Context: an optimization exercise on an open-source flow, tuned for small area and few clock cycles. The choices shown serve that exercise and are no tape-out recipe.
Only simulation tests tie the RTL to the original design; equivalence was not proved.
Power is estimated from default activity; no workload was simulated.

`flow/config.mk`:
```
export PLATFORM = sky130hd
export DESIGN_NAME = cfb_top
export DESIGN_NICKNAME = cfb_top
export VERILOG_FILES = /design/flow/design.v
export SDC_FILE = /design/flow/constraint.sdc
export NUM_CORES = 4
export LEC_CHECK = 0
export CAP_MARGIN = 20
export CORE_MARGIN = 2
export CORE_UTILIZATION = 40
export CTS_BUF_LIST = sky130_fd_sc_hd__clkbuf_16
export CTS_CLUSTER_DIAMETER = 80
export CTS_CLUSTER_SIZE = 25
export PLACE_DENSITY = 0.6
export SLEW_MARGIN = 20
```
`flow/constraint.sdc`:
```
create_clock -name core_clock -period 10.0 [get_ports {clk}]
set_input_delay 2.0000 -clock core_clock [delete_from_list [all_inputs] [get_ports {clk}]]
set_output_delay 2.0000 -clock core_clock [all_outputs]
set_load 0.01 [all_outputs]
```
`flow/design.v`:
```
module cfb_top (
    input  wire        clk,
    input  wire        rst,
    input  wire        req_valid,
    output wire        req_ready,
    input  wire [7:0]  req_op,
    input  wire [7:0]  req_arg,
    input  wire [7:0]  req_len,
    input  wire [31:0] req_cap,
    input  wire        pl_valid,
    output wire        pl_ready,
    input  wire [7:0]  pl_data,
    output wire        rsp_valid,
    input  wire        rsp_ready,
    output reg  [7:0]  rsp_data,
    output wire        rsp_first,
    output wire        rsp_last,
    output wire        rsp_eop,
    output wire [1:0]  rsp_kind,
    output wire [2:0]  rsp_cause,
    output wire        tout_valid,
    input  wire        tout_ready,
    output reg  [7:0]  tout_data,
    output reg         tout_last,
    output wire        tin_req_valid,
    input  wire        tin_req_ready,
    output wire [4:0]  tin_req_len,
    input  wire        tin_valid,
    output wire        tin_ready,
    input  wire [7:0]  tin_data,
    input  wire        tr_valid,
    output wire        tr_ready,
    input  wire [1:0]  tr_kind,
    input  wire [5:0]  tr_count,
    input  wire [7:0]  tr_code,
    output wire [1:0]  cs_state,
    output wire [3:0]  spd_state
);
    localparam OP_XCHG  = 8'h01;
    localparam OP_SPEED = 8'h02;
    localparam OP_REV   = 8'h10;
    localparam OP_CSF   = 8'h11;
    localparam OP_TILE  = 8'h12;
    localparam S_IDLE  = 4'd0;
    localparam S_LOAD  = 4'd1;
    localparam S_CSON  = 4'd2;
    localparam S_TX    = 4'd3;
    localparam S_RXREQ = 4'd4;
    localparam S_RXDAT = 4'd5;
    localparam S_CSOFF = 4'd6;
    localparam S_SPD   = 4'd7;
    localparam S_RESP  = 4'd8;
    localparam S_DRAIN = 4'd9;
    localparam R_DONE    = 2'd0;
    localparam R_FAIL    = 2'd1;
    localparam R_TIMEOUT = 2'd2;
    localparam E_NONE    = 3'd0;
    localparam E_FAILED  = 3'd1;
    localparam E_TIMEOUT = 3'd2;
    localparam E_SHORTWR = 3'd3;
    localparam E_SHORTRD = 3'd4;
    localparam M_BUF  = 2'd0;    
    localparam M_TILE = 2'd1;
    localparam M_CSF  = 2'd2;
    localparam CS_UNKNOWN    = 2'd0;
    localparam CS_DEASSERTED = 2'd1;
    localparam CS_ASSERTED   = 2'd2;
    reg [3:0]  fsm;
    reg [1:0]  md;         
    reg        sel;        
    reg [7:0]  rem;        
    reg [2:0]  pk;         
    reg [4:0]  bi;         
    reg        a8;         
    reg [7:0]  ob;         
    reg        obv;        
    reg [5:0]  cnt;        
    reg        wres;       
    reg [7:0]  hv;         
    reg [2:0]  cause;      
    reg        rhdr;       
    reg [1:0]  cs;
    reg        spd_set;
    reg [2:0]  spd;        
    reg [2:0]  preq;       
    reg [4:0]   rph;                        
    reg [4:0]   rs0, rs1, rs2, rs3;         
    reg [1:0]   rs4;
    reg [255:0] ring0, ring1, ring2, ring3;
    reg [31:0]  ring4;
    function [7:0] rev8(input [7:0] a);
        rev8 = {a[0], a[1], a[2], a[3], a[4], a[5], a[6], a[7]};
    endfunction
    reg [4:0] rs_k;
    always @* begin
        case (pk)
            3'd0: rs_k = rs0;
            3'd1: rs_k = rs1;
            3'd2: rs_k = rs2;
            3'd3: rs_k = rs3;
            default: rs_k = {3'b000, rs4};
        endcase
    end
    wire [4:0] dpos   = rph - rs_k - bi;              
    wire       at_ent = (bi == 5'd0) || ((pk == 3'd4) ? (dpos[1:0] == 2'd0) : (dpos == 5'd0));
    wire [4:0] rpos   = dpos - 5'd1;                  
    wire       st_in  = (fsm == S_RXDAT) && tin_valid && at_ent;
    wire       st_pl  = (fsm == S_LOAD) && pl_valid && at_ent;
    wire       st_we  = st_in || st_pl;
    wire [7:0] st_d   = (fsm == S_RXDAT) ? tin_data : pl_data;
    wire [2:0] st_k   = pk;
    always @(posedge clk) begin
        ring0 <= {ring0[247:0], (st_we && st_k == 3'd0) ? st_d : ring0[255:248]};
        ring1 <= {ring1[247:0], (st_we && st_k == 3'd1) ? st_d : ring1[255:248]};
        ring2 <= {ring2[247:0], (st_we && st_k == 3'd2) ? st_d : ring2[255:248]};
        ring3 <= {ring3[247:0], (st_we && st_k == 3'd3) ? st_d : ring3[255:248]};
        ring4 <= {ring4[23:0],  (st_we && st_k == 3'd4) ? st_d : ring4[31:24]};
    end
    localparam TAP0 = 3, TAP1 = 6, TAP2 = 1, TAP3 = 4, TAP4 = 3;
    wire [7:0] r0a [0:3];
    wire [7:0] r1a [0:3];
    wire [7:0] r2a [0:3];
    wire [7:0] r3a [0:3];
    genvar g;
    generate for (g = 0; g < 4; g = g + 1) begin : g_rd
        assign r0a[g] = ring0[64*g + 8*TAP0 +: 8];
        assign r1a[g] = ring1[64*g + 8*TAP1 +: 8];
        assign r2a[g] = ring2[64*g + 8*TAP2 +: 8];
        assign r3a[g] = ring3[64*g + 8*TAP3 +: 8];
    end endgenerate
    reg       at_tap;
    reg [7:0] st_q;
    always @* begin
        case (pk)
            3'd0: begin at_tap = (rpos[2:0] == TAP0); st_q = r0a[rpos[4:3]]; end
            3'd1: begin at_tap = (rpos[2:0] == TAP1); st_q = r1a[rpos[4:3]]; end
            3'd2: begin at_tap = (rpos[2:0] == TAP2); st_q = r2a[rpos[4:3]]; end
            3'd3: begin at_tap = (rpos[2:0] == TAP3); st_q = r3a[rpos[4:3]]; end
            default: begin at_tap = (rpos[1:0] == TAP4); st_q = ring4[8*TAP4 +: 8]; end
        endcase
    end
    wire is_out = (fsm == S_CSON) || (fsm == S_TX) || (fsm == S_CSOFF) || (fsm == S_SPD);
    wire tx_pay = (fsm == S_TX) && (cnt != 6'd0);    
    always @* begin
        tout_data = 8'h00;
        tout_last = 1'b0;
        case (fsm)
            S_CSON: begin
                tout_last = (cnt[1:0] == 2'd3);
                case (cnt[1:0])
                    2'd0: tout_data = 8'hAB;
                    2'd1: tout_data = 8'hB6;
                    2'd2: tout_data = 8'h7F;
                    default: tout_data = 8'h20;
                endcase
            end
            S_CSOFF: begin
                tout_last = (cnt[1:0] == 2'd2);
                case (cnt[1:0])
                    2'd0: tout_data = 8'hAB;
                    2'd1: tout_data = 8'hB7;
                    default: tout_data = 8'h20;
                endcase
            end
            S_SPD: begin
                tout_last = (cnt[1:0] == 2'd2);
                case (cnt[1:0])
                    2'd0: tout_data = 8'hAA;
                    2'd1: tout_data = {5'b01100, preq};
                    default: tout_data = 8'h00;
                endcase
            end
            S_TX: begin
                tout_last = tx_pay && ((cnt == 6'd31) || (rem == 8'd1));
                tout_data = tx_pay ? rev8(pl_data) : 8'hA8;
            end
            default: ;
        endcase
    end
    assign tout_valid    = is_out && !wres && (!tx_pay || pl_valid);
    assign tin_req_valid = (fsm == S_RXREQ);
    assign tin_req_len   = cnt[4:0];
    assign tin_ready     = (fsm == S_RXDAT) && at_ent;
    assign tr_ready      = (is_out && wres) || (fsm == S_RXDAT);
    assign req_ready     = (fsm == S_IDLE);
    assign pl_ready      = ((fsm == S_LOAD) && at_ent) || (fsm == S_DRAIN) ||
                           (tx_pay && !wres && tout_ready);
    wire pl_take  = pl_valid && pl_ready;
    wire out_take = tout_valid && tout_ready;
    wire       res_ok = (tr_kind == R_DONE) && (tr_count == cnt);
    reg  [2:0] res_cause;
    always @* begin
        case (tr_kind)
            R_FAIL:    res_cause = E_FAILED;
            R_TIMEOUT: res_cause = E_TIMEOUT;
            default:   res_cause = (fsm == S_RXDAT) ? E_SHORTRD : E_SHORTWR;
        endcase
    end
    wire [7:0] res_val = (tr_kind == R_FAIL)    ? tr_code :
                         (tr_kind == R_TIMEOUT) ? 8'd0 : {2'b00, tr_count};
    wire       first_err = (cause == E_NONE) && !res_ok;
    wire tile_eop = !a8 && ((cnt == 6'd30) || (rem == 8'd1));
    wire st_beat   = !rhdr && ((md == M_BUF) || ((md == M_TILE) && !a8));
    assign rsp_valid = (fsm == S_RESP) && (!st_beat || obv);
    wire rsp_take  = rsp_valid && rsp_ready;
    wire ob_free   = !obv || (rsp_take && st_beat);
    wire cap_more  = (md == M_TILE) ? (rem > {7'd0, obv}) : (hv > {7'd0, obv});
    wire cap       = (fsm == S_RESP) && (md != M_CSF) && (cause == E_NONE) &&
                     cap_more && at_tap && ob_free;
    assign rsp_first = rhdr;
    assign rsp_kind  = (cause != E_NONE) ? 2'd2 : {1'b0, md == M_TILE};
    assign rsp_cause = cause;
    assign rsp_last  = rhdr ? ((cause != E_NONE) || (hv == 8'd0)) :
                       (md == M_TILE) ? (!a8 && (rem == 8'd1)) : (hv == 8'd1);
    assign rsp_eop   = (md == M_TILE) && tile_eop;
    always @* begin
        if (rhdr)
            rsp_data = hv;
        else if (md == M_CSF) begin
            case ({sel, hv[2:0]})
                4'b1100: rsp_data = 8'hAB;
                4'b1011: rsp_data = 8'hB6;
                4'b1010: rsp_data = 8'h7F;
                4'b0011: rsp_data = 8'hAB;
                4'b0010: rsp_data = 8'hB7;
                default: rsp_data = 8'h20;
            endcase
        end else if (md == M_TILE && a8)
            rsp_data = 8'hA8;
        else
            rsp_data = rev8(ob);
    end
    assign cs_state  = cs;
    assign spd_state = {spd_set, spd};
    wire [7:0] keep = (req_cap < {24'd0, req_len}) ? req_cap[7:0] : req_len;
    wire       bi_wrap = (bi == 5'd30);
    always @(posedge clk) begin
        if (rst) begin
            fsm     <= S_IDLE;
            md      <= M_BUF;
            sel     <= 1'b0;
            rem     <= 8'd0;
            pk      <= 3'd0;
            bi      <= 5'd0;
            a8      <= 1'b0;
            obv     <= 1'b0;
            cnt     <= 6'd0;
            wres    <= 1'b0;
            hv      <= 8'd0;
            cause   <= E_NONE;
            rhdr    <= 1'b0;
            cs      <= CS_UNKNOWN;
            spd_set <= 1'b0;
            spd     <= 3'd0;
            preq    <= 3'd0;
            rph     <= 5'd0;
        end else begin
            rph <= rph + 5'd1;
            if (st_we && (st_k == 3'd0) && (bi == 5'd0)) rs0 <= rph;
            if (st_we && (st_k == 3'd1) && (bi == 5'd0)) rs1 <= rph;
            if (st_we && (st_k == 3'd2) && (bi == 5'd0)) rs2 <= rph;
            if (st_we && (st_k == 3'd3) && (bi == 5'd0)) rs3 <= rph;
            if (st_we && (st_k == 3'd4) && (bi == 5'd0)) rs4 <= rph[1:0];
            case (fsm)
                S_IDLE: if (req_valid) begin
                    rem   <= req_len;
                    pk    <= 3'd0;
                    bi    <= 5'd0;
                    a8    <= 1'b1;
                    obv   <= 1'b0;
                    cnt   <= 6'd0;
                    wres  <= 1'b0;
                    rhdr  <= 1'b1;
                    cause <= E_NONE;
                    sel   <= req_arg[0];
                    md    <= M_BUF;
                    case (req_op)
                        OP_REV: begin
                            hv  <= 8'd1;
                            ob  <= req_arg;
                            obv <= 1'b1;
                            fsm <= S_RESP;
                        end
                        OP_CSF: begin
                            md  <= M_CSF;
                            hv  <= req_arg[0] ? 8'd4 : 8'd3;
                            fsm <= S_RESP;
                        end
                        OP_TILE: begin
                            md  <= M_TILE;
                            hv  <= req_len;
                            fsm <= (req_len == 0) ? S_RESP : S_LOAD;
                        end
                        OP_XCHG: begin
                            hv  <= keep;
                            fsm <= S_CSON;
                        end
                        OP_SPEED: begin
                            hv   <= 8'd0;
                            preq <= req_arg[2:0];
                            fsm  <= S_SPD;
                        end
                        default: ;
                    endcase
                end
                S_LOAD: if (st_pl) begin
                    hv <= hv - 8'd1;
                    if (bi_wrap) begin
                        pk <= pk + 3'd1;
                        bi <= 5'd0;
                    end else
                        bi <= bi + 5'd1;
                    if (hv == 8'd1) begin
                        hv  <= {5'd0, pk} + 8'd1;
                        pk  <= 3'd0;
                        bi  <= 5'd0;
                        fsm <= S_RESP;
                    end
                end
                S_DRAIN: if (pl_valid) begin
                    rem <= rem - 8'd1;
                    if (rem == 8'd1)
                        fsm <= S_RESP;
                end
                S_CSON, S_TX, S_CSOFF, S_SPD: begin
                    if (!wres) begin
                        if (pl_take)
                            rem <= rem - 8'd1;
                        if (out_take) begin
                            cnt <= cnt + 6'd1;
                            if (tout_last)
                                wres <= 1'b1;
                        end
                    end else if (tr_valid) begin
                        wres <= 1'b0;
                        cnt  <= 6'd0;
                        if (first_err) begin
                            cause <= res_cause;
                            hv    <= res_val;
                        end
                        case (fsm)
                            S_CSON: begin
                                cs  <= res_ok ? CS_ASSERTED : CS_UNKNOWN;
                                fsm <= (res_ok && rem != 8'd0) ? S_TX : S_CSOFF;
                            end
                            S_TX: begin
                                if (res_ok)
                                    cnt <= cnt - 6'd1;
                                fsm <= res_ok ? S_RXREQ : S_CSOFF;
                            end
                            S_CSOFF: begin
                                cs  <= res_ok ? CS_DEASSERTED : CS_UNKNOWN;
                                pk  <= 3'd0;
                                bi  <= 5'd0;
                                fsm <= (rem != 8'd0) ? S_DRAIN : S_RESP;
                            end
                            default: begin  
                                spd_set <= res_ok;
                                spd     <= res_ok ? preq : 3'd0;
                                fsm     <= S_RESP;
                            end
                        endcase
                    end
                end
                S_RXREQ: if (tin_req_ready)
                    fsm <= S_RXDAT;
                S_RXDAT: begin
                    if (st_in)
                        bi <= bi + 5'd1;
                    else if (!tin_valid && tr_valid) begin
                        cnt <= 6'd0;
                        pk  <= pk + 3'd1;
                        bi  <= 5'd0;
                        if (first_err) begin
                            cause <= res_cause;
                            hv    <= res_val;
                        end
                        fsm <= (res_ok && rem != 8'd0) ? S_TX : S_CSOFF;
                    end
                end
                S_RESP: begin
                    if (cap) begin
                        ob  <= st_q;
                        obv <= 1'b1;
                        if (bi_wrap) begin
                            pk <= pk + 3'd1;
                            bi <= 5'd0;
                        end else
                            bi <= bi + 5'd1;
                    end else if (rsp_take && st_beat)
                        obv <= 1'b0;
                    if (rsp_take) begin
                        if (rhdr)
                            rhdr <= 1'b0;
                        else if (md == M_TILE) begin
                            if (a8)
                                a8 <= 1'b0;
                            else begin
                                rem <= rem - 8'd1;
                                if (tile_eop) begin
                                    a8  <= 1'b1;
                                    cnt <= 6'd0;
                                end else
                                    cnt <= cnt + 6'd1;
                            end
                        end else
                            hv <= hv - 8'd1;
                        if (rsp_last)
                            fsm <= S_IDLE;
                    end
                end
                default: fsm <= S_IDLE;
            endcase
        end
    end
endmodule
```
`flow/run.sh`:
```
#!/bin/bash
# synth_recipe.tcl (not shown) runs the flow's synth.tcl, then flattens the netlist and writes it again
# the make line also repeats each setting of config.mk as NAME=value (left out here)
make -C /OpenROAD-flow-scripts/flow DESIGN_CONFIG=/design/flow/config.mk WORK_HOME=/design/flow/orfs CLKGATE_MAP_FILE= SYNTH_SCRIPT=/design/flow/synth_recipe.tcl finish
```
==> results.txt, run 1 <==
Layout:
- The library cell used most frequently in the layout, excluding fill and tap cells, is dfxtp_1.
- The layout-stage area growth over the synthesis result is 13.1%.
- In the layout the commonest cells are 1114 x dfxtp_1, 142 x nand2_1, 138 x clkdlybuf4s50_1.
- The layout filler cell count is approximately 6500.
- The final layout contains 2415 nets.
- The fraction of final layout cells with drive strength greater than 1 is ~5.3%.
- The antenna diode count is 0.
- The final instance area is about 34000 µm².

Timing:
- Setup repair after global routing left no endpoint under its margin.
- The clock period could shrink to around 8300 ps.
- In the final timing run, aggregate negative setup slack is 0 ps.
- Measured against its own limit, the worst slew margin works out to roughly 25%.
- The number of max-slew violations in the final report is 0.
- In the finished design, the share of the clock period the worst path needs comes to ~83%.
- On the final layout, the worst clock skew is 30.8 ps.
- On the final layout, the worst hold slack is just over 300 ps.
- The number of setup violations in the final report is 0.
- For the pin with the worst max-slew slack, the measured transition is ~1100 ps.
- For this run, the top clock speed supported by timing is between 0.1 and 0.15 GHz.
- The hold violation count in the final report came to 0.

Min path:
- The min-delay analysis places its worst path in the category flop to flop.

Clock tree:
- The post-cts repair resize count is 0.
- The clock slew seen by the registers of the worst setup and hold paths is about 100 ps.
- The clock sink count is 1144.
- The library cell used as clock root buffer is clkbuf_16.
- Post-CTS timing repair inserted 0 buffers for setup.
- The clock tree from TritonCTS is done.
- No sink is reached through more buffers than the 3 on the longest clock path.
- The clock tree synthesis step divided the H-tree into 2 levels.
- Clock tree synthesis inserted a total of between 50 and 60 buffers.
- The number of hold buffers added after CTS was 0.
- The clock latency of the later-clocked register in the worst-skew pair is about 640 ps.

GRT:
- Across every metal layer, demand over resource in global routing totals 15.3%.
- The via count of the first global-routing pass came to around 15000.
- After global routing, the most crowded layer is met2.
- The met3 track demand over resource is ~2.2%.
- The first global-routing pass estimated 90900 µm of wire.
- The global-route met1 utilization is between 20% and 30%.
- The maximum number of pins on one net before global-route repair is 57.
- The global routing usage on met2 is ~24%.
- The initial antenna violation count is 0.
- For this run the aggregate overflow at the end of global routing stands at 0.

Detailed routing:
- The ratio of routed vias to standard cells is between 4 and 5.
- The wire length per cell is approximately 18 µm.
- The number of iterations in the first detailed-routing pass is 8.
- The count of vias placed by the detailed router is ~15000.
- After detailed routing, the total wire length is 59300 µm.
- The detailed router finished its first iteration with about 1100 violations.
- The number of nets with antenna violations after detailed routing is 0.
- In the routed design, unresolved DRC markers number 0.

Pwr:
- Summed over all cells, the static leakage comes to between 10 and 15 nW.
- The share of total power dissipated in combinational logic is 3.8%.
- The clock network is responsible for 32.6% of the overall power.
- The design draws 7.22 mW.
- The worst vdd rail ir drop is between 0.1 and 0.15 mV.
- In this run switching power makes up a little over a fifth of total power.
- The part of the total power dissipated in sequential elements is around 64%.
- The internal power summed over all cells is approximately 5.7 mW.
- The total power density per cell area is 215 nW/µm².
- In this run the power spent charging and discharging nets is approximately 1.5 mW.

Floorplanning:
- The floorplan step defined a die boundary enclosing roughly 76000 µm².
- The core outline area is ~73000 µm².
- The row count is 99.
- Measured along the y axis, the die boundary spans around 280 µm.
- Once the floorplan was initialized, standard cells occupied between 40% and 50% of the core.
- The number of top-level design ports is 140.
- The floorplan step set the die width to approximately 280 µm.

Logic synthesis:
- Counting flops and latches in the post-synthesis netlist gives between 1000 and 1500.
- The proportion of synthesized chip area in sequential cells is between 70% and 80%.
- The synthesized design contains 30 enable-type register cells.
- The number of distinct library cell variants in the gate-level netlist after synthesis is 83.
- The average size of a mapped cell is 13.9 µm².
- The instance count of the mapped netlist is ~2100.
- The number of nets produced by synthesis is between 2000 and 2500.
- The synthesized netlist occupies a cell area of between 20000 and 30000 µm².
- For this run, the leading register cell type out of synthesis is dfxtp_1.
- For this run, the number of Yosys warnings is 1.
- For this run, asynchronously set or reset flops after synthesis account for 0%.

Flow run:
- Across the run, the number of max-cap violations was 0.

Placed design:
- The placed instances occupy a cell area of about 32000 µm².
- The placer's final routability congestion estimate is approximately 0.9.
- The wire-length estimate of the detail-placed layout is approximately 40000 µm.
- Input and output buffers added on the ports amount to 139.

Worst setup path:
- The maximum fanout encountered on the critical timing path is 24.
- The endpoint arrival time on the critical path is between 6000 and 7000 ps.
- The type of origin of the critical path is a flop.
- The required time of the critical path is around 8000 ps.
- The category of the most critical setup path is flop to primary output.
- The worst setup path is captured at a primary output.

Run status:
- The run finished with no timing, DRC or antenna violations.
==> power groups by stage <==
stage	sequential [mW]	clock (mW)	combinational (mW)
2_1_floorplan	4.69	0	0.158
3_3_place_gp	4.70	0	0.273
3_5_place_dp	4.70	0	0.275
4_1_cts	4.59	2.43	0.276
5_1_grt	4.59	2.59	0.297
6_report	4.59	2.35	0.274
==> cells by family (layout without fill, tap and decap cells) <==
kind of cell	after synthesis	count (layout)	share of synthesized area, %
compound gates	303	303	6.93
xor+xnor	29	29	1.11
fa+ha+maj	45	45	2.00
buf+inv	124	271	1.74
flops	1144	1144	78.3
mux	92	92	3.58
simple gates	401	401	6.39
==> layer usage <==
layer  share of wire (%)  wire [µm]  up-vias
met3                 4.2       2480       88
met4                 2.2       1300        0
li1                    -          -     7483
met5                   0          0        -
met2                  44      26300      412
met1                  49      29200     7368
==> final timing paths <==
check | to | startpoint | cells after the start | slack (ps)
min reg2reg | ring1[135] | ring1[127] | 0 | 310
min | ring1[135] | ring1[127] | 0 | 310
max | pl_ready | pk[2] | 19 | 1690
max reg2reg | ob[5] | pk[2] | 19 | 3350
==> cells in the mapped netlist (12+ instances only) <==
master | n | area, µm²
o21ai_0 | 52 | 260
a31oi_1 | 16 | 100
nor4_1 | 12 | 75.1
and3_1 | 20 | 125
inv_1 | 52 | 195
mux2_2 | 17 | 191
a211oi_1 | 16 | 120
nor2_1 | 93 | 349
a22oi_1 | 20 | 150
a221oi_1 | 14 | 123
mux2_1 | 31 | 349
edfxtp_1 | 30 | 901
nor3_1 | 20 | 100
nor2b_1 | 12 | 75.1
nand3_1 | 44 | 220
ha_1 | 41 | 513
mux2i_1 | 37 | 370
nand2_1 | 142 | 533
buf_2 | 13 | 65.1
clkbuf_1 | 45 | 169
dfxtp_1 | 1114 | 22300
xnor2_1 | 14 | 123
a21oi_1 | 73 | 365
==> stage by stage <==
step,instances,setup slack [ps],utilization (%)
floorplan,2138,3610,-
global placement,3177,2460,43.7
detailed placement,3177,2400,43.7
CTS,3244,1670,45.8
global route,3244,1120,45.8
finish,3244,1690,45.8
==> critical path: stages (launching register included) <==
cell             delay (ps)
dfxtp_1                 600
inv_1                   490
ha_1                    510
a22oi_1                 210
nand3_1                 100
o21ai_0                 160
fa_1                    480
inv_1                    70
ha_1                    160
nor2_1                   60
fa_1                    520
ha_1                    240
nand2b_1                110
nor4_4                  180
nor2_2                  110
or4_4                   510
and2_1                  220
a21oi_1                 180
o21bai_1                180
clkdlybuf4s50_1         580
==> state kept, by name (all words and copies together) (netlist names), 4 cells and up <==
name   cells
ring0    256
ring1    256
ring2    256
ring3    256
ring4     32
hv         8
ob         8
rem        8
cnt        6
bi         5
rph        5
rs0        5
rs1        5
rs2        5
rs3        5
fsm        4
==> area by class of cell <==
class | instances | area (µm²) | share of cell area, %
Clock buffer | 54 | 1350 | 4.03
Clock inverter | 13 | 151 | 0.452
Inverter | 52 | 195 | 0.582
Multi-Input combinational cell | 870 | 5930 | 17.7
Sequential cell | 1144 | 23200 | 69.2
Tap cell | 959 | 1200 | 3.58
Timing Repair Buffer | 152 | 1480 | 4.43
Testbench counts, summed over its fixed seeds: cycles 92,515.
==> run 2, diff against run 1 <==
--- a/flow/config.mk
+++ b/flow/config.mk
@@ -11,4 +11,4 @@
 export CTS_BUF_LIST = sky130_fd_sc_hd__clkbuf_16
-export CTS_CLUSTER_DIAMETER = 80
-export CTS_CLUSTER_SIZE = 25
+export CTS_CLUSTER_DIAMETER = 100
+export CTS_CLUSTER_SIZE = 30
 export PLACE_DENSITY = 0.6
==> run 2 against run 1 <==
Compared with the run above: still clean; die area is the same; design area shrank 0.90%; clock-buffer cell count decreased by 10; worst setup slack got worse by 42 ps; cell count fell by 0.34%; worst hold slack lost 10 ps; largest power group unchanged.
==> results.txt, run 2 <==
Logic synthesis:
- Summed over all instances, the cell type with the most area after synthesis is dfxtp_1.
- The synthesized flop and latch total is 1144 (unchanged).
- In the post-synthesis netlist, the biggest area contributors are dfxtp_1 75%, edfxtp_1 3.0%, nand2_1 1.8%, ha_1 1.7%, mux2i_1 1.2%.
- The number of nets produced by synthesis is 2280 (unchanged).
- Counting instances in the post-synthesis netlist gives the leading cell types as 1114 x dfxtp_1, 142 x nand2_1, 93 x nor2_1.
- The proportion of synthesized chip area in sequential cells was 78.3% (unchanged).
- The top-area cell type share of the netlist area was 75.2% (unchanged).
- The number of enable flip-flop cells after synthesis is 30 (unchanged).
- In the synthesized netlist the dominant register cell turns out to be dfxtp_1.
- The instance count of the mapped netlist is 2138 (unchanged).
- The fraction of registers with async set/reset is 0% (unchanged).
- The average size of a mapped cell is 13.9 µm² (unchanged).
- The cell with the most instances after synthesis is dfxtp_1.
- The number of distinct library cell variants in the gate-level netlist after synthesis was 83 (unchanged).
- The number of warnings reported in the yosys synthesis log is 1 (unchanged).
- The summed instance area of the synthesized netlist is 29600 µm² (unchanged).

Worst setup path:
- The required time of the critical path was 8000 ps (about the same).
- The maximum fanout encountered on the critical timing path is 24 (unchanged).
- The endpoint arrival time on the critical path was 6350 ps (+40 ps).
- The setup path with the least slack is of type flop to primary output.
- The endpoint kind of the worst setup timing path is a primary output.
- The worst setup path is launched from a flop.
- The setup slack of the worst register-to-register path is 3350 ps (about the same).

Layout:
- The utilization after layout came to 45.4% (-0.41 points).
- In the layout the commonest cells are 1114 x dfxtp_1, 142 x nand2_1, 138 x clkdlybuf4s50_1.
- The final instance area is 33200 µm² (-0.90%).
- The layout filler cell count is 6468 (+0.25%).
- From synthesis to final layout, the design area changed by 12.0%.
- The area taken by flip-flops and latches is 23200 µm² (unchanged).
- The final-stage net count is 2406 (-0.37%).
- Leaving out fill and tap cells, the most frequent cell in the layout is dfxtp_1.
- The fraction of final layout cells with drive strength greater than 1 is 4.66% (-0.59 points).
- The non-filler instance count after layout is 3233 (-0.34%).
- The area taken by multi-input logic gates was 5930 µm² (unchanged).
- The antenna diode count is 0 (unchanged).

GRT:
- The global-route congestion overflow total was 0 (unchanged).
- The initial antenna violation count came to 0 (unchanged).
- The maximum number of pins on one net before global-route repair is 57 (unchanged).
- The global-route wire length before repair came to 90600 µm (-0.34%).
- The overall track demand over capacity in global routing is 15.2% (-0.058 points).
- The via count of the first global-routing pass is 15000 (-0.62%).

Clock tree:
- The number of buffers inserted to repair setup after CTS was 0 (unchanged).
- The clock slew seen by the registers of the worst setup and hold paths is 120 ps (+20 ps).
- The number of buffers added to fix hold violations after cts came to 0 (unchanged).
- The clock sink count is 1144 (unchanged).
- Clock tree synthesis selected as its root buffer the cell clkbuf_16.
- TritonCTS built the clock tree.
- The H-tree level count came to 2 (unchanged).
- The post-cts repair resize count is 0 (unchanged).
- The clock latency of the later-clocked register in the worst-skew pair is 640 ps (about the same).
- The number of buffers created by CTS came to 44 (-17%).
- The largest buffer count on any clock path is 3 (unchanged).

Pwr:
- The internal power summed over all cells was 5.51 mW (-3.4%).
- The combinational share of power is 3.9% (about the same).
- The relative contribution of the clock network to total power is 30.3% (-2.3 points).
- The worst vdd rail ir drop came to 0.115 mV (-13%).
- The total power density per cell area came to 210 nW/µm² (-2.4%).
- The net switching power figure is 1.47 mW (-2.7%).
- The fraction of power spent switching nets is 21.1% (+0.13 points).
- The overall power of the completed layout is 6.98 mW (-3.2%).
- The reported leakage power is 13.0 nW (-1.1%).
- The part of the total power dissipated in sequential elements is 65.8% (+2.2 points).

Placed design:
- The placer's final routability congestion estimate came to 0.898 (unchanged).
- The cell count after placement is 3177 (unchanged).
- The post-placement cell area is 32000 µm² (unchanged).
- The worst setup timing slack at the placement stage is 2400 ps (unchanged).
- The half-perimeter wire length after placement was 40100 µm (unchanged).
- The number of port buffers came to 139 (unchanged).

Timing:
- The number of setup violations in the final report came to 0 (unchanged).
- The maximum clock skew at final layout is 54.6 ps (+23.8 ps).
- The number of max-slew violations in the final report is 0 (unchanged).
- The transition time of the tightest slew-check pin is 1030 ps (-86.7 ps).
- The maximum clock frequency was 0.120 GHz (-0.50%).
- The final worst setup slack came to 1650 ps (-42.1 ps).
- The total negative setup slack is 0 ps (unchanged).
- The headroom to the max-slew limit is 30.9% (+5.8 points).
- The smallest hold slack was 300 ps (-10.3 ps).
- The fraction of the cycle the final worst path needs is 83.5% (+0.42 points).
- The hold violation count in the final report is 0 (unchanged).
- Setup repair after global routing left no endpoint under its margin.
- The minimum period implied by the final worst setup slack is 8350 ps (+42.1 ps).

Detailed routing:
- The number of DRC markers after the initial detailed-route iteration is 1169 (+5.3%).
- The ratio of routed vias to standard cells was 4.73 (about the same).
- The count of vias placed by the detailed router came to 15300 (-0.35%).
- The number of iterations in the first detailed-routing pass is 7 (-1).
- The number of design rule violations left after detail routing is 0 (unchanged).
- The number of nets with antenna violations after detailed routing is 0 (unchanged).
- The final routed wirelength across all metal layers came to 59100 µm (-0.31%).
- The wire length per cell is 18.3 µm (about the same).

Min path:
- The class of the tightest hold or removal check is flop to flop.

Floorplanning:
- The number of top-level design ports came to 140 (unchanged).
- The row count is 99 (unchanged).
- The overall die area is 76300 µm² (unchanged).
- The horizontal die dimension is 276 µm (unchanged).
- The starting utilization of the core area is 40.5% (unchanged).
- The core outline area came to 73200 µm² (unchanged).
- The height of the die is 276 µm (unchanged).

Flow run:
- The max-capacitance violation count is 0 (unchanged).

Run status:
- The run finished with no timing, DRC or antenna violations.
==> run 2: kinds of logic after synthesis <==
logic type               Yosys count  share of synthesized area [%]
XOR/XNOR                          29                           1.11
buffers and inverters            124                           1.74
AO/OA/AOI/OAI                    303                           6.93
adder cells (fa/ha/maj)           45                           2.00
multiplexers                      92                           3.58
AND/OR/NAND/NOR                  401                           6.39
flip-flops                      1144                           78.3
==> run 2: worst paths after layout <==
check             start          to  depth (start not counted)
min reg2reg  ring3[116]  ring3[124]                          0
max               pk[2]    pl_ready                         19
max reg2reg       pk[2]       ob[5]                         19
min          ring3[116]  ring3[124]                          0
==> run 2: critical path, cell delays in order (launching register included) <==
cell and delay, ps:
dfxtp_1 610, inv_1 500, ha_1 520, a22oi_1 210
nand3_1 100, o21ai_0 160, fa_1 480, inv_1 70
ha_1 160, nor2_1 60, fa_1 520, ha_1 240
nand2b_1 110, nor4_4 180, nor2_2 110, or4_4 510
and2_1 220, a21oi_1 180, o21bai_1 180, clkdlybuf4s50_1 580
==> run 2: power by group through the flow <==
stage	Combinational, mW	Sequential [mW]	Clock (mW)
detailed placement	0.275	4.70	0
finish	0.274	4.59	2.12
global placement	0.273	4.70	0
floorplan	0.158	4.69	0
global route	0.296	4.60	2.35
CTS	0.276	4.59	2.19
==> run 2: final cells by class <==
type                       instances  area share [%]
tap                              959            3.61
clock buffer                      44            3.32
clock inverter                    12           0.298
multi-input combinational        870            17.9
inverter                          52           0.588
timing repair buffer             152            4.47
sequential                      1144            69.9
==> run 2: metal layers <==
layer / GRT usage (%) / vias up / part of all wire (%)
met4: 3.97 / 0 / 2.2
met1: 21.9 / 7313 / 49
met2: 24.2 / 441 / 44
met3: 2.22 / 79 / 4.6
met5: 0 / - / 0
li1: - / 7465 / -
==> run 3, diff against run 2 <==
--- a/flow/config.mk
+++ b/flow/config.mk
@@ -10,5 +10,2 @@
 export CORE_UTILIZATION = 40
-export CTS_BUF_LIST = sky130_fd_sc_hd__clkbuf_16
-export CTS_CLUSTER_DIAMETER = 100
-export CTS_CLUSTER_SIZE = 30
 export PLACE_DENSITY = 0.6
==> run 3 against run 2 <==
Compared with the run above: clock skew shrank 37 ps; highest routed layer unchanged; largest cell class unchanged; register-to-register slack gained 20 ps; wire length grew 3.0%; non-clock buffer count is the same; clock-buffer cell count grew 104; critical path type unchanged; still clean.
==> results.txt, run 3 <==
Logic synthesis:
- Among all flip-flop cells after synthesis, the most frequent one is dfxtp_1.
- The top-area cell type share of the netlist area came to 75.2% (unchanged).
- The top cell type by total area after synthesis is dfxtp_1.
- After synthesis, the most frequently instantiated cells are 1114 x dfxtp_1, 142 x nand2_1, 93 x nor2_1.
- The number of nets produced by synthesis is 2280 (unchanged).
- The average size of a mapped cell is 13.9 µm² (unchanged).
- The synthesized flop and latch total came to 1144 (unchanged).
- The cell with the most instances after synthesis is dfxtp_1.
- The number of enable flip-flop cells after synthesis is 30 (unchanged).
- The instance count of the mapped netlist came to 2138 (unchanged).
- The number of warnings reported in the yosys synthesis log is 1 (unchanged).
- The summed instance area of the synthesized netlist is 29600 µm² (unchanged).
- The proportion of synthesized chip area in sequential cells is 78.3% (unchanged).
- Ranked by total cell area, the synthesized netlist is headed by dfxtp_1 75%, edfxtp_1 3.0%, nand2_1 1.8%, ha_1 1.7%, mux2i_1 1.2%.
- The number of distinct library cell variants in the gate-level netlist after synthesis was 83 (unchanged).
- The fraction of registers with async set/reset came to 0% (unchanged).

Pwr:
- The reported leakage power is 14.1 nW (+8.6%).
- The net switching power figure came to 1.84 mW (+25%).
- The part of the total power dissipated in sequential elements is 51.9% (-14 points).
- The worst vdd rail ir drop is 0.151 mV (+31%).
- The total power density per cell area came to 249 nW/µm² (+18%).
- The internal power summed over all cells came to 7.01 mW (+27%).
- The combinational share of power is 3.1% (-0.8 points).
- The relative contribution of the clock network to total power is 45.0% (+15 points).
- The fraction of power spent switching nets came to 20.8% (-0.30 points).

Min path:
- The end point of the most critical hold path is ring1[220].
- The path class of the tightest hold or removal check is flop to flop.
- The number of cells on the worst hold path is 0 (unchanged).
- In this run the most critical hold path is launched from ring1[212].

Worst setup path:
- The worst-case reg-to-reg path depth came to 19 (unchanged).
- The critical path goes through inv_1 > ha_1 > a22oi_1 > nand3_1 > o21ai_0 > fa_1 > inv_1 > ha_1 > nor2_1 > fa_1 > ha_1 > nand2b_1 > nor4_4 > nor2_2 > or4_4 > and2_1 > a21oi_1 > o21bai_1 > clkdlybuf4s50_1.
- The setup slack of the worst register-to-register path is 3370 ps (+20 ps).
- The critical path's most frequent cell is ha_1.
- The endpoint arrival time on the critical path is 6320 ps (-30 ps).
- The maximum fanout encountered on the critical timing path is 24 (unchanged).
- The reg-to-reg critical path startpoint is pk[2].
- The capture instance of the worst register-to-register path is ob[5].
- STA classifies the critical path endpoint as a primary output.
- The slowest stage of the critical path is the dfxtp_1 cell.
- The critical path's largest stage delay is 590 ps (-20 ps).
- The type of origin of the critical path is a flop.
- The critical path is of the flop to primary output type.
- The required time of the critical path is 8000 ps (about the same).

Detailed routing:
- The number of DRC markers after the initial detailed-route iteration was 1100 (-5.9%).
- The ratio of routed vias to standard cells is 4.72 (-0.20%).
- The wire length per cell was 18.1 µm (-1.2%).
- The number of design rule violations left after detail routing is 0 (unchanged).
- The number of nets with antenna violations after detailed routing is 0 (unchanged).
- The final routed wirelength across all metal layers is 60800 µm (+3.0%).
- The number of iterations in the first detailed-routing pass is 6 (-1).
- The count of vias placed by the detailed router came to 15900 (+4.0%).

Timing:
- Setup repair after global routing left no endpoint under its margin.
- The headroom to the max-slew limit is 30.0% (-0.85 points).
- The maximum clock skew at final layout is 17.3 ps (-37.2 ps).
- The fraction of the cycle the final worst path needs came to 83.2% (-0.34 points).
- The total negative setup slack is 0 ps (unchanged).
- The maximum clock frequency is 0.120 GHz (+0.41%).
- The number of max-slew violations in the final report is 0 (unchanged).
- The smallest hold slack is 310 ps (+10.1 ps).
- The number of setup violations in the final report is 0 (unchanged).
- The minimum period implied by the final worst setup slack is 8320 ps (-34.3 ps).
- The hold violation count in the final report came to 0 (unchanged).
- The transition time of the tightest slew-check pin was 1050 ps (+12.8 ps).

Layout:
- The fraction of final layout cells with drive strength greater than 1 came to 9.34% (+4.7 points).
- The layout filler cell count was 6259 (-3.2%).
- The antenna diode count is 0 (unchanged).
- The layout-stage area growth over the synthesis result is 20.0%.
- The commonest non-fill, non-tap cell in the layout is dfxtp_1.
- The utilization after layout is 48.6% (+3.2 points).
- The non-filler instance count after layout is 3369 (+4.2%).
- The final instance area was 35600 µm² (+7.1%).
- The top cell types in the final layout, fill and taps aside, are 1114 x dfxtp_1, 142 x nand2_1, 138 x clkdlybuf4s50_1.
- The final-stage net count is 2466 (+2.5%).

Placed design:
- The cell count after placement is 3177 (unchanged).
- The placer's final routability congestion estimate came to 0.898 (unchanged).
- The post-placement cell area is 32000 µm² (unchanged).
- The half-perimeter wire length after placement came to 40100 µm (unchanged).
- The number of port buffers is 139 (unchanged).

Clock tree:
- The number of buffers created by CTS came to 104 (+140%).
- The post-cts repair resize count is 0 (unchanged).
- The clock slew seen by the registers of the worst setup and hold paths is 60 ps (-60 ps).
- The number of buffers added to fix hold violations after cts is 0 (unchanged).
- TritonCTS built the clock tree.
- The clock sink count is 1144 (unchanged).
- The H-tree level count is 3 (+1).
- The largest buffer count on any clock path is 3 (unchanged).
- The library cell used as clock root buffer is clkbuf_16.
- The clock latency of the later-clocked register in the worst-skew pair is 660 ps (+20 ps).
- The number of buffers inserted to repair setup after CTS is 0 (unchanged).

Floorplanning:
- The number of top-level design ports came to 140 (unchanged).
- The height of the die is 276 µm (unchanged).
- The row count is 99 (unchanged).
- The overall die area is 76300 µm² (unchanged).
- The horizontal die dimension was 276 µm (unchanged).
- The core outline area is 73200 µm² (unchanged).
- The starting utilization of the core area is 40.5% (unchanged).

GRT:
- The via count of the first global-routing pass came to 15800 (+4.9%).
- The initial antenna violation count is 1 (+1).
- The global-route wire length before repair is 93600 µm (+3.3%).
- The overall track demand over capacity in global routing is 15.8% (+0.56 points).
- The maximum number of pins on one net before global-route repair is 57 (unchanged).
- The global-route congestion overflow total is 0 (unchanged).

Run status:
- The flow ran to the end and the layout has no timing, DRC or antenna violations.

Flow run:
- The max-capacitance violation count came to 0 (unchanged).
run 3: layer usage:
| layer | share of wire [%] | track usage, % | up-vias |
|---|---|---|---|
| li1 | - | - | 7671 |
| met1 | 48 | 21.9 | 7686 |
| met2 | 45 | 25.1 | 442 |
| met3 | 4.8 | 3.10 | 111 |
| met4 | 2.3 | 4.79 | 0 |
| met5 | 0 | 0 | - |
run 3: critical path, delay by kind of cell, from the launching register on:
kind | cells | cell delay [ps]
buf+inv | 3 | 1150
simple gates | 7 | 1290
compound gates | 4 | 710
fa+ha+maj | 5 | 1910
flops | 1 | 590
run 3: cells by family (layout without fill, tap and decap cells):
group | count (synthesis) | after routing | synth area share, %
flops | 1144 | 1144 | 78.3
xor+xnor | 29 | 29 | 1.11
buf+inv | 124 | 396 | 1.74
fa+ha+maj | 45 | 45 | 2.00
mux | 92 | 92 | 3.58
compound gates | 303 | 303 | 6.93
simple gates | 401 | 401 | 6.39
run 3: worst max path at each step:
stage,startpoint,to,cells past startpoint
2_1_floorplan,pk[2],pl_ready,20
3_3_place_gp,pk[2],pl_ready,19
3_5_place_dp,pk[2],pl_ready,19
4_1_cts,pk[2],pl_ready,19
5_1_grt,pk[2],pl_ready,19
6_report,pk[2],pl_ready,19
run 3: power groups by stage:
| stage | Combinational (mW) | Clock [mW] | Sequential (mW) |
|---|---|---|---|
| finish | 0.274 | 3.98 | 4.60 |
| global route | 0.296 | 4.27 | 4.59 |
| CTS | 0.276 | 4.09 | 4.59 |
| detailed placement | 0.275 | 0 | 4.70 |
| global placement | 0.273 | 0 | 4.70 |
| floorplan | 0.158 | 0 | 4.69 |
run 3: layout make-up:
cell class	count	area, µm²	share of cell area [%]
tap	959	1200	3.37
multi-input combinational	870	5930	16.7
sequential	1144	23200	65.2
clock buffer	148	3000	8.44
inverter	52	195	0.549
clock inverter	44	551	1.55
timing repair buffer	152	1480	4.17
run 3: per-stage QoR:
stage               worst slack, ps  power [mW]
finish                         1680        8.85
global route                   1140        9.16
CTS                            1680        8.96
detailed placement             2400        4.97
global placement               2460        4.97
floorplan                      3610        4.85
==> run 4, diff against run 3 <==
--- a/flow/config.mk
+++ b/flow/config.mk
@@ -10,2 +10,5 @@
 export CORE_UTILIZATION = 40
+export CTS_BUF_LIST = sky130_fd_sc_hd__clkbuf_8
+export CTS_CLUSTER_DIAMETER = 60
+export CTS_CLUSTER_SIZE = 15
 export PLACE_DENSITY = 0.6
==> run 4 against run 3 <==
Compared with the run above: sequential power about the same; via count decreased by 2.3%; synthesized cell count unchanged; total power decreased by 20%; flip-flop and latch count unchanged; first-iteration DRC count increased by 6.8%; global-route usage decreased by 0.27 points; sequential share of layout area increased by 4.1 points; maximum frequency decreased by 0.68%; core utilization decreased by 2.9 points; synthesized area unchanged; non-clock buffer count unchanged.
==> results.txt, run 4 <==
Run status:
- The flow ran to the end and the layout has no timing, DRC or antenna violations.

GRT:
- The initial antenna violation count is 1 (unchanged).
- The overall track demand over capacity in global routing was 15.5% (-0.27 points).
- The global-route congestion overflow total is 0 (unchanged).
- The via count of the first global-routing pass came to 15400 (-2.5%).
- The global-route wire length before repair is 91800 µm (-1.9%).
- The maximum number of pins on one net before global-route repair came to 57 (unchanged).

Floorplanning:
- The row count came to 99 (unchanged).
- The core outline area came to 73200 µm² (unchanged).
- The starting utilization of the core area is 40.5% (unchanged).
- The number of top-level design ports is 140 (unchanged).
- The height of the die was 276 µm (unchanged).
- The overall die area is 76300 µm² (unchanged).
- The horizontal die dimension is 276 µm (unchanged).

Timing:
- Setup repair after global routing left no endpoint under its margin.
- The headroom to the max-slew limit came to 31.2% (+1.1 points).
- The maximum clock frequency is 0.119 GHz (-0.68%).
- The number of max-slew violations in the final report is 0 (unchanged).
- The transition time of the tightest slew-check pin is 1030 ps (-17.1 ps).
- The total negative setup slack is 0 ps (unchanged).
- The minimum period implied by the final worst setup slack was 8380 ps (+56.9 ps).
- The number of setup violations in the final report was 0 (unchanged).
- The maximum clock skew at final layout is 41.1 ps (+23.8 ps).
- The hold violation count in the final report is 0 (unchanged).
- The fraction of the cycle the final worst path needs is 83.8% (+0.57 points).

Logic synthesis:
- The share of the synthesized area in compound gates (AO/OA/AOI/OAI) is 6.93% (unchanged).
- Sorting the synthesized cells by area gives the leading types as dfxtp_1 75%, edfxtp_1 3.0%, nand2_1 1.8%, ha_1 1.7%, mux2i_1 1.2%.
- The synthesized flop and latch total is 1144 (unchanged).
- The proportion of synthesized chip area in sequential cells is 78.3% (unchanged).
- The instance count of the mapped netlist came to 2138 (unchanged).
- The simple-gate share of the synthesized area came to 6.39% (unchanged).
- The cell with the most instances after synthesis is dfxtp_1.
- The number of nets produced by synthesis came to 2280 (unchanged).
- The summed instance area of the synthesized netlist was 29600 µm² (unchanged).
- The commonest cells after synthesis are 1114 x dfxtp_1, 142 x nand2_1, 93 x nor2_1.
- The top-area cell type share of the netlist area is 75.2% (unchanged).
- The multiplexer area fraction after synthesis is 3.58% (unchanged).
- The number of warnings reported in the yosys synthesis log is 1 (unchanged).
- The parity-gate share of the synthesized area counting xor and xnor cells came to 1.11% (unchanged).
- The fraction of registers with async set/reset was 0% (unchanged).
- The average size of a mapped cell is 13.9 µm² (unchanged).
- The commonest register cell after synthesis is dfxtp_1.
- The top cell type by total area after synthesis is dfxtp_1.
- The number of enable flip-flop cells after synthesis came to 30 (unchanged).
- The main combinational cell family by area after synthesis is compound AO/OA/AOI/OAI gates.
- The number of distinct library cell variants in the gate-level netlist after synthesis is 83 (unchanged).
- The area share of fa/ha/maj cells after synthesis is 2.00% (unchanged).

Layout:
- The antenna diode count is 0 (unchanged).
- The non-filler instance count after layout is 3288 (-2.4%).
- The commonest non-fill, non-tap cell in the layout is dfxtp_1.
- Relative to the synthesized area, the layout overhead comes to 12.8%.
- The final-stage net count is 2451 (-0.61%).
- The library cells used most frequently in the layout, excluding fill and tap cells, are 1114 x dfxtp_1, 142 x nand2_1, 138 x clkdlybuf4s50_1.
- The utilization after layout is 45.7% (-2.9 points).
- The fraction of final layout cells with drive strength greater than 1 is 6.87% (-2.5 points).

Detailed routing:
- The number of design rule violations left after detail routing came to 0 (unchanged).
- The number of nets with antenna violations after detailed routing is 0 (unchanged).
- The wire length per cell is 18.1 µm (+0.47%).
- The ratio of routed vias to standard cells is 4.73 (+0.12%).
- The number of DRC markers after the initial detailed-route iteration is 1175 (+6.8%).
- The number of iterations in the first detailed-routing pass is 9 (+3).
- The final routed wirelength across all metal layers came to 59700 µm (-1.9%).
- The count of vias placed by the detailed router is 15500 (-2.3%).

Worst setup path:
- The endpoint arrival time on the critical path came to 6380 ps (+60 ps).
- The category of the most critical setup path is flop to primary output.
- The required time of the critical path came to 8000 ps (about the same).
- The maximum fanout encountered on the critical timing path came to 24 (unchanged).
- The worst setup path is launched from a flop.
- The cell that appears most often on the critical path is ha_1.
- The critical path goes through inv_1 > ha_1 > a22oi_1 > nand3_1 > o21ai_0 > fa_1 > inv_1 > ha_1 > nor2_1 > fa_1 > ha_1 > nand2b_1 > nor4_4 > nor2_2 > or4_4 > and2_1 > a21oi_1 > o21bai_1 > clkdlybuf4s50_1.
- The critical path's largest stage delay is 600 ps (about the same).
- For this design, the slowest cell found on the critical path is dfxtp_1.
- STA classifies the critical path endpoint as a primary output.

Clock tree:
- The number of buffers created by CTS is 89 (-14%).
- The post-cts repair resize count was 0 (unchanged).
- The number of buffers added to fix hold violations after cts was 0 (unchanged).
- The clock slew seen by the registers of the worst setup and hold paths came to 100 ps (+40 ps).
- The number of buffers inserted to repair setup after CTS was 0 (unchanged).
- The largest buffer count on any clock path is 3 (unchanged).
- The clock sink count came to 1144 (unchanged).
- The tree is rooted in a clkbuf_8.
- The H-tree level count is 3 (unchanged).
- The clock latency of the later-clocked register in the worst-skew pair was 720 ps (+60 ps).
- The clock tree from TritonCTS is done.

Placed design:
- The placer's final routability congestion estimate is 0.898 (unchanged).
- The half-perimeter wire length after placement was 40100 µm (unchanged).
- The number of port buffers came to 139 (unchanged).
- The cell count after placement was 3177 (unchanged).

Pwr:
- The reported leakage power was 13.1 nW (-6.8%).
- The total power density per cell area is 212 nW/µm² (-15%).
- The worst vdd rail ir drop came to 0.110 mV (-27%).

Min path:
- The class of the tightest hold or removal check is flop to flop.

Flow run:
- The max-capacitance violation count is 0 (unchanged).
run 4: cell counts after synthesis:
Identical to the previous run, type by type.
run 4: through the flow:
step | setup WS, ps | cell area [µm²] | hold slack [ps] | power (mW)
after floorplan | 3610 | 29600 | 310 | 4.85
after global placement | 2460 | 32000 | 310 | 4.97
after global routing | 1020 | 33400 | 310 | 7.38
after detailed placement | 2400 | 32000 | 312 | 4.97
final | 1620 | 33400 | 297 | 7.10
after CTS | 1560 | 33400 | 294 | 7.19
run 4: area by class of cell:
cell class | instances | area [µm²]
multi-input cells | 870 | 5930
inverters | 52 | 195
well taps | 959 | 1200
fillers | 6480 | 39800
flip-flops and latches | 1144 | 23200
clock buffers | 90 | 1240
repair buffers | 152 | 1480
clock inverters | 21 | 196
run 4: metal layers:
metal / up-vias / track usage (%) / wire length, µm
li1: 7562 / - / -
met1: 7434 / 21.8 / 28800
met5: - / 0 / 0
met3: 103 / 2.72 / 2850
met2: 447 / 24.4 / 26300
met4: 0 / 5.23 / 1640
run 4: critical path, delay by kind of cell (launching register included):
family,cells,cell delay [ps]
and+or+nand+nor,7,1290
buffers and inverters,3,1140
DFF,1,600
adders and majority gates,5,1910
AOI/OAI and AO/OA,4,730
run 4: path summary, 6_finish.rpt:
path         startpoint    endpoint  slack (ps)  cells after the start
min          ring3[154]  ring3[162]         300                      0
max reg2reg       pk[2]       ob[5]        3400                     19
max               pk[2]    pl_ready        1620                     19
min reg2reg  ring3[154]  ring3[162]         300                      0
run 4: cells by family (layout without fill, tap and decap cells):
logic type,after synthesis,in the layout
flops,1144,1144
simple gates,401,401
compound gates,303,303
buf+inv,124,315
mux,92,92
fa+ha+maj,45,45
xor+xnor,29,29
run 4: report_power, final:
part / internal, mW / switching (mW) / leakage [nW] / total, mW
registers: 4.58 / 0.0136 / 9.24 / 4.59
clock network: 0.866 / 1.37 / 0.758 / 2.24
logic: 0.115 / 0.158 / 3.12 / 0.273
total: 5.56 / 1.55 / 13.1 / 7.10
==> run 5, diff against run 4 <==
--- a/flow/config.mk
+++ b/flow/config.mk
@@ -11,4 +11,4 @@
 export CTS_BUF_LIST = sky130_fd_sc_hd__clkbuf_8
-export CTS_CLUSTER_DIAMETER = 60
-export CTS_CLUSTER_SIZE = 15
+export CTS_CLUSTER_DIAMETER = 70
+export CTS_CLUSTER_SIZE = 18
 export PLACE_DENSITY = 0.6
==> run 5 against run 4 <==
Compared with the run above: clock power is 8% lower; global-route usage shrank 0.064 points; largest cell class unchanged; total power shrank 2.4%; combinational power about the same; non-clock buffer count unchanged; highest routed layer unchanged; largest power group unchanged; sequential power hardly changed; synthesized cell count is the same; synthesized area unchanged; clock skew fell by 1.8 ps.
==> results.txt, run 5 <==
Detailed routing:
- The number of iterations in the first detailed-routing pass was 5 (-4).
- The count of vias placed by the detailed router is 15500 (-0.22%).
- The number of design rule violations left after detail routing is 0 (unchanged).
- The ratio of routed vias to standard cells came to 4.74 (+0.24%).
- The number of DRC markers after the initial detailed-route iteration is 1153 (-1.9%).
- The number of nets with antenna violations after detailed routing is 0 (unchanged).
- The wire length per cell is 18.2 µm (+0.54%).
- The final routed wirelength across all metal layers is 59700 µm (about the same).

Logic synthesis:
- Yosys attributes the largest share of cell area to dfxtp_1 75%, edfxtp_1 3.0%, nand2_1 1.8%, ha_1 1.7%, mux2i_1 1.2%.
- After synthesis, the largest family of logic cells by area is compound AO/OA/AOI/OAI gates.
- The synthesized flop and latch total is 1144 (unchanged).
- The top-area cell type share of the netlist area came to 75.2% (unchanged).
- The number of warnings reported in the yosys synthesis log is 1 (unchanged).
- The instance count of the mapped netlist is 2138 (unchanged).
- The number of enable flip-flop cells after synthesis is 30 (unchanged).
- The proportion of synthesized chip area in sequential cells is 78.3% (unchanged).
- The summed instance area of the synthesized netlist was 29600 µm² (unchanged).
- The most used flip-flop cell after synthesis is dfxtp_1.
- The simple-gate share of the synthesized area came to 6.39% (unchanged).
- The most common cell in the synthesized netlist is dfxtp_1.
- By count the netlist is led by 1114 x dfxtp_1, 142 x nand2_1, 93 x nor2_1.
- The average size of a mapped cell is 13.9 µm² (unchanged).
- The number of nets produced by synthesis came to 2280 (unchanged).
- The parity-gate share of the synthesized area counting xor and xnor cells is 1.11% (unchanged).
- The share of the synthesized area in compound gates (AO/OA/AOI/OAI) is 6.93% (unchanged).
- The fraction of registers with async set/reset is 0% (unchanged).
- The top cell type by total area after synthesis is dfxtp_1.
- The multiplexer area fraction after synthesis is 3.58% (unchanged).
- The number of distinct library cell variants in the gate-level netlist after synthesis is 83 (unchanged).
- The area share of fa/ha/maj cells after synthesis came to 2.00% (unchanged).

Layout:
- In the layout the commonest cells are 1114 x dfxtp_1, 142 x nand2_1, 138 x clkdlybuf4s50_1.
- The utilization after layout came to 45.4% (-0.31 points).
- The final-stage net count came to 2438 (-0.53%).
- The antenna diode count is 0 (unchanged).
- The layout-stage area growth over the synthesis result is 12.1%.
- The final instance area came to 33200 µm² (-0.68%).
- The fraction of final layout cells with drive strength greater than 1 is 6.22% (-0.65 points).
- Leaving out fill and tap cells, the most frequent cell in the layout is dfxtp_1.

Floorplanning:
- The height of the die was 276 µm (unchanged).
- The row count is 99 (unchanged).
- The starting utilization of the core area is 40.5% (unchanged).
- The core outline area came to 73200 µm² (unchanged).
- The number of top-level design ports is 140 (unchanged).
- The overall die area came to 76300 µm² (unchanged).
- The horizontal die dimension is 276 µm (unchanged).

Worst setup path:
- The critical path is of the flop to primary output type.
- The maximum fanout encountered on the critical timing path is 24 (unchanged).
- The source of the critical timing path is pk[2].
- The capture instance of the worst register-to-register path is ob[5].
- The worst setup path is launched from a flop.
- The worst-case reg-to-reg path depth is 19 (unchanged).
- The required time of the critical path was 8000 ps (about the same).
- The reg-to-reg critical path startpoint is pk[2].
- The worst setup path is captured at a primary output.
- The endpoint arrival time on the critical path is 6360 ps (-20 ps).
- The setup slack of the worst register-to-register path came to 3380 ps (-20 ps).

GRT:
- The overall track demand over capacity in global routing is 15.5% (-0.064 points).
- The maximum number of pins on one net before global-route repair is 57 (unchanged).
- The global-route wire length before repair is 91500 µm (-0.29%).
- The via count of the first global-routing pass is 15300 (-0.42%).
- The initial antenna violation count is 1 (unchanged).
- The global-route congestion overflow total is 0 (unchanged).

Timing:
- The minimum period implied by the final worst setup slack is 8360 ps (-16.2 ps).
- The maximum clock frequency is 0.120 GHz (+0.19%).
- The number of max-slew violations in the final report is 0 (unchanged).
- The maximum clock skew at final layout came to 39.3 ps (-1.81 ps).
- The fraction of the cycle the final worst path needs was 83.6% (-0.16 points).
- Setup repair after global routing left no endpoint under its margin.
- The headroom to the max-slew limit came to 28.7% (-2.4 points).
- The hold violation count in the final report is 0 (unchanged).
- The final worst setup slack is 1640 ps (+16.2 ps).
- The total negative setup slack came to 0 ps (unchanged).
- The transition time of the tightest slew-check pin is 1070 ps (+36.7 ps).
- The number of setup violations in the final report is 0 (unchanged).

Clock tree:
- The number of buffers added to fix hold violations after cts is 0 (unchanged).
- TritonCTS built the clock tree.
- The number of buffers inserted to repair setup after CTS is 0 (unchanged).
- The largest buffer count on any clock path is 3 (unchanged).
- The clock latency of the later-clocked register in the worst-skew pair is 710 ps (about the same).
- The H-tree level count is 3 (unchanged).
- The clock slew seen by the registers of the worst setup and hold paths came to 110 ps (about the same).
- The clock sink count is 1144 (unchanged).
- The number of buffers created by CTS came to 76 (-15%).
- The post-cts repair resize count is 0 (unchanged).
- The root buffer cell chosen for the clock tree is clkbuf_8.

Pwr:
- The total power density per cell area is 209 nW/µm² (-1.7%).
- The internal power summed over all cells is 5.42 mW (-2.5%).
- The reported leakage power was 13.0 nW (-0.89%).
- The relative contribution of the clock network to total power is 29.8% (-1.7 points).
- The part of the total power dissipated in sequential elements is 66.2% (+1.6 points).
- The combinational share of power came to 3.9% (about the same).
- The worst vdd rail ir drop is 0.109 mV (-0.90%).
- The overall power of the completed layout was 6.93 mW (-2.4%).
- The net switching power figure is 1.52 mW (-1.9%).
- The fraction of power spent switching nets is 21.9% (+0.11 points).

Placed design:
- The worst setup timing slack at the placement stage is 2400 ps (unchanged).
- The number of port buffers came to 139 (unchanged).
- The placer's final routability congestion estimate is 0.898 (unchanged).
- The post-placement cell area came to 32000 µm² (unchanged).
- The half-perimeter wire length after placement is 40100 µm (unchanged).

Flow run:
- The max-capacitance violation count came to 0 (unchanged).

Min path:
- The end point of the most critical hold path is ring1[197].
- In this run the most critical hold path is launched from ring1[189].
- The class of the tightest hold or removal check is flop to flop.
- The number of cells on the worst hold path came to 0 (unchanged).

Run status:
- The flow ran to the end and the layout has no timing, DRC or antenna violations.
run 5: how the worst max path moves through the flow:
stage,slack [ps],endpoint,cells past startpoint
final,1640,pl_ready,19
after global routing,1040,pl_ready,19
after CTS,1600,pl_ready,19
after detailed placement,2400,pl_ready,19
after global placement,2460,pl_ready,19
after floorplan,3610,pl_ready,20
run 5: critical path, cell delays in order, from the launching register on:
cell and delay [ps]:
dfxtp_1 600, inv_1 480, ha_1 510, a22oi_1 210, nand3_1 100, o21ai_0 160, fa_1 480, inv_1 70
ha_1 160, nor2_1 60, fa_1 520, ha_1 240, nand2b_1 110, nor4_4 180, nor2_2 110, or4_4 510
and2_1 220, a21oi_1 180, o21bai_1 180, clkdlybuf4s50_1 580
run 5: layer usage:
| metal | global-route usage (%) | share of wire (%) |
|---|---|---|
| met1 | 21.8 | 49 |
| met2 | 24.4 | 44 |
| met3 | 2.78 | 4.5 |
| met4 | 4.54 | 2.6 |
| met5 | 0 | 0 |
run 5: cell type report:
class	instances	area, µm²
fillers	6510	40000
flip-flops and latches	1144	23200
multi-input cells	870	5930
repair buffers	152	1480
well taps	959	1200
clock buffers	77	1060
inverters	52	195
clock inverters	19	146
run 5: through the flow:
step	cells	hold WS, ps
after floorplan	2138	310
after detailed placement	3177	312
after CTS	3273	311
final	3273	316
after global placement	3177	310
after global routing	3273	313
run 5: kinds of logic after synthesis:
family                   count (synthesis)
AND/OR/NAND/NOR                        401
adder cells (fa/ha/maj)                 45
XOR/XNOR                                29
flip-flops                            1144
buffers and inverters                  124
AO/OA/AOI/OAI                          303
multiplexers                            92
run 5: power groups by stage:
stage / Sequential [mW] / Clock (mW) / Combinational [mW]
3_3_place_gp: 4.70 / 0 / 0.273
5_1_grt: 4.60 / 2.30 / 0.296
6_report: 4.59 / 2.07 / 0.274
2_1_floorplan: 4.69 / 0 / 0.158
4_1_cts: 4.59 / 2.14 / 0.276
3_5_place_dp: 4.70 / 0 / 0.275

-- separate check: timing with driven ports --
Ports are ideal in the flow. The routed layouts listed here were re-timed in OpenROAD. Step 1, drivers: a clkbuf_16 drives clk and a buf_2 each remaining input, both assumed. Step 2 times the ports against the registers' clock, not the clock port: input delays grow and output delays shrink by t, the midpoint of the rising clock arrivals with the driver on. Slacks: ideal / step 1 / step 2; pairs: ideal / step 1.
run | t (ns) | setup WS [ns] | worst setup path after step 2
run 1 | 0.682 | 1.688 / 1.630 / 2.312 | register to output
run 2 | 0.673 | 1.646 / 1.589 / 2.262 | register to output
run 3 | 0.706 | 1.680 / 1.622 / 2.329 | register to output
run 4 | 0.750 | 1.623 / 1.569 / 2.319 | register to output
run 5 | 0.732 | 1.640 / 1.584 / 2.316 | register to output
After both steps every run listed still meets setup and hold.
